Source: an optimization exercise on an open RTL-to-GDS flow (aim: small area, a short achievable clock period and few clock cycles per item). Production flows keep margins and buffers that such runs may drop. At most, simulation tests tie the RTL to the original design; equivalence was not proved.

==> inputs of build 44 <==
==> flow/design.v <==
module pll_div_encoder (
    input  wire        clk,
    input  wire        rst,
    input  wire        in_valid,
    output wire        in_ready,
    input  wire        in_op,
    input  wire [31:0] in_a,
    input  wire [31:0] in_num,
    input  wire [31:0] in_denom,
    output wire        out_valid,
    input  wire        out_ready,
    output wire [31:0] out_p1,
    output wire [31:0] out_p2,
    output wire [31:0] out_p3
);
    localparam [2:0] S_IDLE  = 3'd0,
                     S_RND   = 3'd1,
                     S_DIV   = 3'd2,
                     S_PA1   = 3'd3,
                     S_SHIFT = 3'd4,
                     S_FIN   = 3'd5;
    reg  [2:0]  st;
    reg         rdy, ov;
    reg  [24:0] R;           
    reg  [23:0] md;          
    reg  [6:0]  E;           
    reg  [3:0]  m;           
    reg         b0, b23, b24, b25;
    reg         rn, rd;      
    reg  [1:0]  ps, pd;      
    reg  [4:0]  k;           
    reg  [31:0] P1, P2, P3;
    assign in_ready  = rdy;
    assign out_valid = ov;
    assign out_p1    = P1;
    assign out_p2    = P2;
    assign out_p3    = P3;
    function [4:0] lzc;
        input [31:0] x;
        integer i;
        begin
            lzc = 5'd0;
            for (i = 0; i < 32; i = i + 1)
                if (x[i]) lzc = 5'd31 - i[4:0];
        end
    endfunction
    wire [4:0]  lzn = lzc(in_num);
    wire [4:0]  lzd = lzc(in_denom);
    wire [31:0] xn  = in_num   << lzn;
    wire [31:0] xd  = in_denom << lzd;
    wire        rnd_n = xn[7] & ((|xn[6:0]) | xn[8]);
    wire        rnd_d = xd[7] & ((|xd[6:0]) | xd[8]);
    wire [6:0]  E0    = {2'b00, lzd} - {2'b00, lzn} + 7'd7;
    wire        big   = (|in_num[31:24]) | (|in_denom[31:24]);
    wire        pre   = ~big & (xn[31:26] < xd[31:26]);
    wire        is_int  = (in_num == 32'd0);
    wire        is_unit = in_op & (in_denom == 32'd1) & ~is_int;
    wire start = (st == S_IDLE) & in_valid & (~ov | out_ready);
    wire [24:0] mn_inc = {1'b0, R[23:0]} + {24'd0, rn};
    wire [23:0] mn_r   = mn_inc[24] ? 24'h800000 : mn_inc[23:0];
    wire [6:0]  E_r    = E + {6'd0, mn_inc[24]};
    wire [24:0] dA  = R + {1'b1, ~md} + {24'd0, ~rd};    
    wire        bA  = ~dA[24];
    wire [23:0] rA  = bA ? dA[23:0] : R[23:0];
    wire [24:0] R1  = {rA, 1'b0};
    wire [24:0] dB  = R1 + {1'b1, ~md} + {24'd0, ~rd};
    wire        bB  = ~dB[24];
    wire [23:0] rB  = bB ? dB[23:0] : R1[23:0];
    wire [24:0] R2  = {rB, 1'b0};
    wire signed [7:0] Es  = {E[6], E};
    wire signed [7:0] j0  = {3'b000, m, 1'b0};
    wire signed [7:0] j1  = {3'b000, m, 1'b1};
    wire        m12    = (m == 4'd12);
    wire        caseB  = (Es <= 8'sd22) | ((Es == 8'sd23) & ~b0);
    wire        full   = ~m12 & (j1 <= Es);
    wire        half   = m12 ? ((Es >= 8'sd24) & ~b0) : (j0 == Es);
    wire        chkA   = caseB & (Es < j0);
    wire        chkB   = caseB & (Es < j1) & (~m12 | ~b0);
    wire        zero   = (chkA & ~bA) | (chkB & ~bB);
    wire        div_done = zero | m12;
    wire        carry  = m12 & caseB & ~zero;
    wire        L23    = b0;
    wire        g      = L23 ? b24 : b25;
    wire        sticky = (L23 & b25) | (|R);
    wire        bl     = L23 ? b23 : b24;
    wire        up     = g & (sticky | bl);
    wire [6:0]  kE     = E - (L23 ? 7'd23 : 7'd24);
    reg  [31:0] acc_sh, fr_x;
    always @(*) begin
        case (ps)
            2'd1:    begin acc_sh = {P2[30:0], 1'b0};  fr_x = {P1[30:0], pd[0]}; end
            2'd2:    begin acc_sh = {P2[29:0], 2'b00}; fr_x = {P1[29:0], pd};    end
            default: begin acc_sh = P2;                fr_x = P1;                end
        endcase
    end
    wire        fr_cin = (ps == 2'd0) & pd[0];
    wire [31:0] hstep  = acc_sh + ({32{pd[1]}} & {P3[30:0], 1'b0})
                                + ({32{pd[0]}} & P3);
    wire        fin    = (st == S_FIN);
    wire [31:0] a_eff  = in_op ? in_a : {24'd0, in_a[7:0]};
    wire [31:0] kterm  = fin ? ({a_eff[24:0], 7'd0} - 32'd512) : 32'd0;
    wire [31:0] p1_sum = kterm + fr_x + {31'd0, fr_cin};
    wire [31:0] p2_fin = {in_num[24:0], 7'd0} - hstep;
    reg [2:0] st_n;
    always @(*) begin
        st_n = st;
        case (st)
            S_IDLE:  if (start)
                         st_n = (is_int | is_unit) ? S_FIN :
                                big                ? S_RND :
                                (E0[6] & (E0 != 7'h7F)) ? S_FIN : S_DIV;
            S_RND:   st_n = (E_r[6] & (E_r != 7'h7F)) ? S_FIN : S_DIV;
            S_DIV:   if (div_done) st_n = (m12 & ~caseB) ? S_PA1 : S_FIN;
            S_PA1:   st_n = (kE[4:0] == 5'd0) ? S_FIN : S_SHIFT;
            S_SHIFT: if (k <= 5'd2) st_n = S_FIN;
            default: st_n = S_IDLE;
        endcase
    end
    always @(posedge clk) begin
        if (rst) begin
            st  <= S_IDLE;
            rdy <= 1'b0;
            ov  <= 1'b0;
        end else begin
            st  <= st_n;
            rdy <= (st_n == S_FIN);
            if (fin)
                ov <= 1'b1;
            else if (out_ready)
                ov <= 1'b0;
        end
    end
    always @(posedge clk) begin
        if (start) begin
            R  <= pre ? {xn[31:8], 1'b0} : {1'b0, xn[31:8]};
            md <= xd[31:8];
            E  <= E0 - {6'd0, pre};
            m  <= 4'd0;
            rn <= rnd_n;
            rd <= rnd_d;
            ps <= 2'd0;
            pd <= 2'd0;
            P3 <= in_denom;
            P1 <= is_unit ? {in_num[24:0], 7'd0} : 32'd0;
            P2 <= is_unit ? 32'd128 : 32'd0;
        end else begin
            case (st)
                S_RND: begin
                    R  <= {1'b0, mn_r};
                    E  <= E_r;
                end
                S_DIV: begin
                    R  <= R2;
                    m  <= m + 4'd1;
                    if (m == 4'd0)  b0  <= bA;
                    if (m == 4'd11) b23 <= bB;
                    if (m12) begin
                        b24 <= bA;
                        b25 <= bB;
                    end
                    P1 <= p1_sum;
                    P2 <= hstep;
                    if (full)       begin ps <= 2'd2; pd <= {bA, bB}; end
                    else if (half)  begin ps <= 2'd1; pd <= {1'b0, bA}; end
                    else            begin ps <= 2'd0; pd <= {1'b0, carry}; end
                end
                S_PA1: begin
                    P1 <= p1_sum;
                    P2 <= hstep;
                    ps <= 2'd0;
                    pd <= {1'b0, up};
                    k  <= kE[4:0];
                end
                S_SHIFT: begin
                    P1 <= p1_sum;
                    P2 <= hstep;
                    pd <= 2'd0;
                    if (k >= 5'd2) begin ps <= 2'd2; k <= k - 5'd2; end
                    else           begin ps <= 2'd1; k <= k - 5'd1; end
                end
                S_FIN: begin
                    P1 <= p1_sum;
                    P2 <= p2_fin;
                end
                default: ;
            endcase
        end
    end
endmodule
==> flow/flow/run.sh <==
#!/bin/bash
# Standard layout, except that synthesis leaves adders to ABC instead of
# extracting full/half-adder cells first (ADDER_MAP_FILE empty). Registers,
# names and every later step are those of the standard flow.
set -euo pipefail
bash standard.sh ADDER_MAP_FILE= finish > flow_make.log 2>&1
==> flow/standard.sh <==
#!/bin/bash
# synth_recipe.tcl (not shown) runs the flow's synth.tcl, then flattens the netlist and writes it again
# the make line also repeats each setting of config.mk as NAME=value (left out here)
make -C /OpenROAD-flow-scripts/flow DESIGN_CONFIG=/design/flow/config.mk WORK_HOME=/design/flow/orfs CLKGATE_MAP_FILE= SYNTH_SCRIPT=/design/flow/synth_recipe.tcl "${@:-finish}"
==> flow/config.mk <==
export PLATFORM = sky130hd
export DESIGN_NAME = pll_div_encoder
export DESIGN_NICKNAME = pll_div_encoder
export VERILOG_FILES = /design/flow/design.v
export SDC_FILE = /design/flow/constraint.sdc
export NUM_CORES = 4
export LEC_CHECK = 0
export ABC_AREA = 1
export CAP_MARGIN = 20
export CORE_MARGIN = 2
export CORE_UTILIZATION = 50
export SETUP_SLACK_MARGIN = 5
export SLEW_MARGIN = 20
==> flow/constraint.sdc <==
create_clock -name core_clock -period 10.0 [get_ports {clk}]
set_input_delay 2.0000 -clock core_clock [delete_from_list [all_inputs] [get_ports {clk}]]
set_output_delay 2.0000 -clock core_clock [all_outputs]
set_load 0.01 [all_outputs]
==> build 24 (differences from build 44) <==
--- a/flow/design.v
+++ b/flow/design.v
@@ -52,17 +52,17 @@
     wire        rnd_d = xd[7] & ((|xd[6:0]) | xd[8]);
     wire [6:0]  E0    = {2'b00, lzd} - {2'b00, lzn} + 7'd7;
-    wire        big   = (|in_num[31:24]) | (|in_denom[31:24]);
-    wire        pre   = ~big & (xn[31:26] < xd[31:26]);
     wire        is_int  = (in_num == 32'd0);
     wire        is_unit = in_op & (in_denom == 32'd1) & ~is_int;
     wire start = (st == S_IDLE) & in_valid & (~ov | out_ready);
     wire [24:0] mn_inc = {1'b0, R[23:0]} + {24'd0, rn};
+    wire [24:0] md_inc = {1'b0, md} + {24'd0, rd};
     wire [23:0] mn_r   = mn_inc[24] ? 24'h800000 : mn_inc[23:0];
-    wire [6:0]  E_r    = E + {6'd0, mn_inc[24]};
-    wire [24:0] dA  = R + {1'b1, ~md} + {24'd0, ~rd};    
+    wire [23:0] md_r   = md_inc[24] ? 24'h800000 : md_inc[23:0];
+    wire [6:0]  E_r    = E + {6'd0, mn_inc[24]} - {6'd0, md_inc[24]};
+    wire [24:0] dA  = R - {1'b0, md};
     wire        bA  = ~dA[24];
     wire [23:0] rA  = bA ? dA[23:0] : R[23:0];
     wire [24:0] R1  = {rA, 1'b0};
-    wire [24:0] dB  = R1 + {1'b1, ~md} + {24'd0, ~rd};
+    wire [24:0] dB  = R1 - {1'b0, md};
     wire        bB  = ~dB[24];
     wire [23:0] rB  = bB ? dB[23:0] : R1[23:0];
@@ -108,5 +108,5 @@
             S_IDLE:  if (start)
                          st_n = (is_int | is_unit) ? S_FIN :
-                                big                ? S_RND :
+                                (rnd_n | rnd_d)    ? S_RND :
                                 (E0[6] & (E0 != 7'h7F)) ? S_FIN : S_DIV;
             S_RND:   st_n = (E_r[6] & (E_r != 7'h7F)) ? S_FIN : S_DIV;
@@ -133,7 +133,7 @@
     always @(posedge clk) begin
         if (start) begin
-            R  <= pre ? {xn[31:8], 1'b0} : {1'b0, xn[31:8]};
+            R  <= {1'b0, xn[31:8]};
             md <= xd[31:8];
-            E  <= E0 - {6'd0, pre};
+            E  <= E0;
             m  <= 4'd0;
             rn <= rnd_n;
@@ -148,4 +148,5 @@
                 S_RND: begin
                     R  <= {1'b0, mn_r};
+                    md <= md_r;
                     E  <= E_r;
                 end
==> flow/run.sh (new file) <==
#!/bin/bash
# synth_recipe.tcl (not shown) runs the flow's synth.tcl, then flattens the netlist and writes it again
# the make line also repeats each setting of config.mk as NAME=value (left out here)
make -C /OpenROAD-flow-scripts/flow DESIGN_CONFIG=/design/flow/config.mk WORK_HOME=/design/flow/orfs CLKGATE_MAP_FILE= SYNTH_SCRIPT=/design/flow/synth_recipe.tcl finish
CORE_UTILIZATION = 65   (was 50)
SETUP_SLACK_MARGIN = default   (was 5)
removed: flow/flow/run.sh
removed: flow/standard.sh
==> summary of the runs <==
Build 44 produced a clean layout. Build 24 finished clean. Via count: build 24 is smaller than build 44 (about 20%). Of build 44 and build 24, build 24 has the higher hold slack (gap 0.014 ns). Global-route usage: build 44 is lower than build 24 (2.4 points). Against build 44, the synthesized cell count of build 24 is lower by 19%. Of build 44 and build 24, build 44 has the higher first-iteration DRC count (gap 27%, measured against build 24).
Testbench counts of build 24, summed over its fixed seeds: cycles 20,197, items 3,200.
Only the layout flow was run in build 44; the RTL was not checked for function there.

========
==> inputs of v20 <==
Another version of the RTL of pll_div_encoder (not shown whole).
Settings: LEC_CHECK=0, ABC_AREA=1, CAP_MARGIN=20, CORE_MARGIN=2, CORE_UTILIZATION=40, SETUP_SLACK_MARGIN=4.3, SLEW_MARGIN=20; clock period 10.0 ns.
standard.sh (not shown) runs the stock make flow with config.mk's settings and CLKGATE_MAP_FILE= SYNTH_SCRIPT=/design/flow/synth_recipe.tcl, a recipe that flattens the netlist after the stock synthesis.
==> flow/flow/run.sh <==
#!/bin/bash
# Standard layout, except that synthesis leaves adders to ABC instead of
# extracting full/half-adder cells first (ADDER_MAP_FILE empty). Registers,
# names and every later step are those of the standard flow.
set -euo pipefail
bash standard.sh ADDER_MAP_FILE= finish > flow_make.log 2>&1
==> v6: changes against v20 <==
--- a/flow/design.v
+++ b/flow/design.v
@@ -57,13 +57,13 @@
     wire        rnd_d = xd[7] & ((|xd[6:0]) | xd[8]);
     wire [6:0]  E0    = {2'b00, lzd} - {2'b00, lzn} + 7'd7;
     wire        big   = (|NR[31:24]) | (|DR[31:24]);
     wire        pre   = ~big & (xn[31:26] < xd[31:26]);
     wire        is_int  = (NR == 32'd0);
     wire        is_unit = opr & (DR == 32'd1) & ~is_int;
-    wire take  = rdy;      
+    wire take  = (st == S_IDLE) | (st == S_FIN);
     wire free  = ~ov | out_ready;
     wire [24:0] mn_inc = {1'b0, R[23:0]} + {24'd0, rn};
     wire [23:0] mn_r   = mn_inc[24] ? 24'h800000 : mn_inc[23:0];
     wire [6:0]  E_r    = E + {6'd0, mn_inc[24]};
     wire [24:0] dA  = R + {1'b1, ~md} + {24'd0, ~rd};    
     wire        bA  = ~dA[24];
@@ -88,15 +88,21 @@
     wire        L23    = b0;
     wire        g      = L23 ? b24 : b25;
     wire        sticky = (L23 & b25) | (|R);
     wire        bl     = L23 ? b23 : b24;
     wire        up     = g & (sticky | bl);
     wire [6:0]  kE     = E - (L23 ? 7'd23 : 7'd24);
-    wire [31:0] acc_sh = ps[1] ? {P2[29:0], 2'b00} : ps[0] ? {P2[30:0], 1'b0} : P2;
-    wire [31:0] fr_x   = ps[1] ? {P1[29:0], pd}    : ps[0] ? {P1[30:0], pd[0]} : P1;
-    wire        fr_cin = ~ps[1] & ~ps[0] & pd[0];
+    reg  [31:0] acc_sh, fr_x;
+    always @(*) begin
+        case (ps)
+            2'd1:    begin acc_sh = {P2[30:0], 1'b0};  fr_x = {P1[30:0], pd[0]}; end
+            2'd2:    begin acc_sh = {P2[29:0], 2'b00}; fr_x = {P1[29:0], pd};    end
+            default: begin acc_sh = P2;                fr_x = P1;                end
+        endcase
+    end
+    wire        fr_cin = (ps == 2'd0) & pd[0];
     wire [31:0] hstep  = acc_sh + ({32{pd[1]}} & {P3[30:0], 1'b0})
                                 + ({32{pd[0]}} & P3);
     wire        fin    = (st == S_FIN);
     wire [24:0] a_eff  = in_op ? in_a[24:0] : {17'd0, in_a[7:0]};
     wire [31:0] kterm  = fin ? ({KR, 7'd0} - 32'd512) : 32'd0;
     wire [31:0] p1_sum = kterm + fr_x + {31'd0, fr_cin};
==> summary.txt <==
Critical path depth: v6 is higher than v20 (14). In v6 the worst hold slack is higher than in v20, by 0.0021 ns. Against v6, the via count of v20 is lower by 2.0%. In register-to-register slack, v20 and v6 hardly differ. v20 went through all stages and came out clean. v6 produced a clean layout. In v6 the clock-buffer cell count is lower than in v20, by 1. Of v6 and v20, v6 has the higher die area (gap 0.92%, measured against v20). Against v6, the final area of v20 is lower by 1.0%.
==> figures <==
|  | v6 | v20 |
|---|---|---|
| Outcome | complete, no violations | complete, no violations |
| Critical hold path startpoint | DR[13] | DR[21] |
| Average footprint of a synthesized cell | 6.26 um2 | 6.11 um2 |
| Worst slew margin relative to its limit | 33.2% | 27.4% |
| Number of cell rows | 92 | 91 |
| Startpoint of the worst setup timing path | NR[5] | DR[15] |
| Initial antenna violation count | 1 | 3 |
| Critical path peak fanout | 15 | 27 |
| #MultiIn Comb | 3146 | 3224 |
| Source-to-sink clock delay at the later pin of the worst-skew pair | 0.60 ns | 0.57 ns |
| Minimum clock period after layout | 5.43 ns | 5.43 ns |
| Average detailed-routed wire length per instance | 19.8 um | 18.9 um |
| Least-Margin Pin Slew | 1.00 ns | 1.06 ns |
| Reg-to-reg endpoint | R[22] | pd[0] |
| Fin Hold WS | 0.587 ns | 0.585 ns |
| Total clock buffers created by CTS | 30 | 35 |
| Share of final layout cell area taken by non-clock buffers | 8.75% | 8.21% |
| Multi-input combinational cell area | 16100 um2 | 15700 um2 |
Testbench counts of v20, summed over its fixed seeds: cycles 19,310, items 3,200.
Testbench counts of v6, summed over its fixed seeds: cycles 19,310, items 3,200.

==> re-timing with driven ports <==
No port has a modelled driver above. Below, the same layouts with a new extraction and two added sets of constraints. Step 1 sets driving cells, clkbuf_16 on the clock port and buf_2 on the other inputs (assumed; they add their load-dependent delay and slew). Step 2 moves the port delays by t, midway between the first and last clock arrival at a register: inputs arrive t later, outputs are due t later. That takes back most of the time a late clock gives input paths. a / b / c = no drivers / after step 1 / after step 2; a / b = the first two.
run	t (ns)	setup slack, ns	worst setup path at the end	worst data-port slew with drivers (ns)	pins driven straight from the clock port
build 44	0.565	4.139 / 4.165 / 3.600	input to register	0.07	1
build 24	0.514	1.357 / 1.357 / 1.357	register to register	0.08	1
v20	0.631	4.572 / 4.572 / 4.572	register to register	0.08	1
v6	0.660	4.566 / 4.566 / 4.566	register to register	0.05	1
After both steps every run listed still meets setup and hold. For build 44, which loses most, drivers alone change the setup slack by +0.026 ns; drivers and shift together by -0.539 ns.
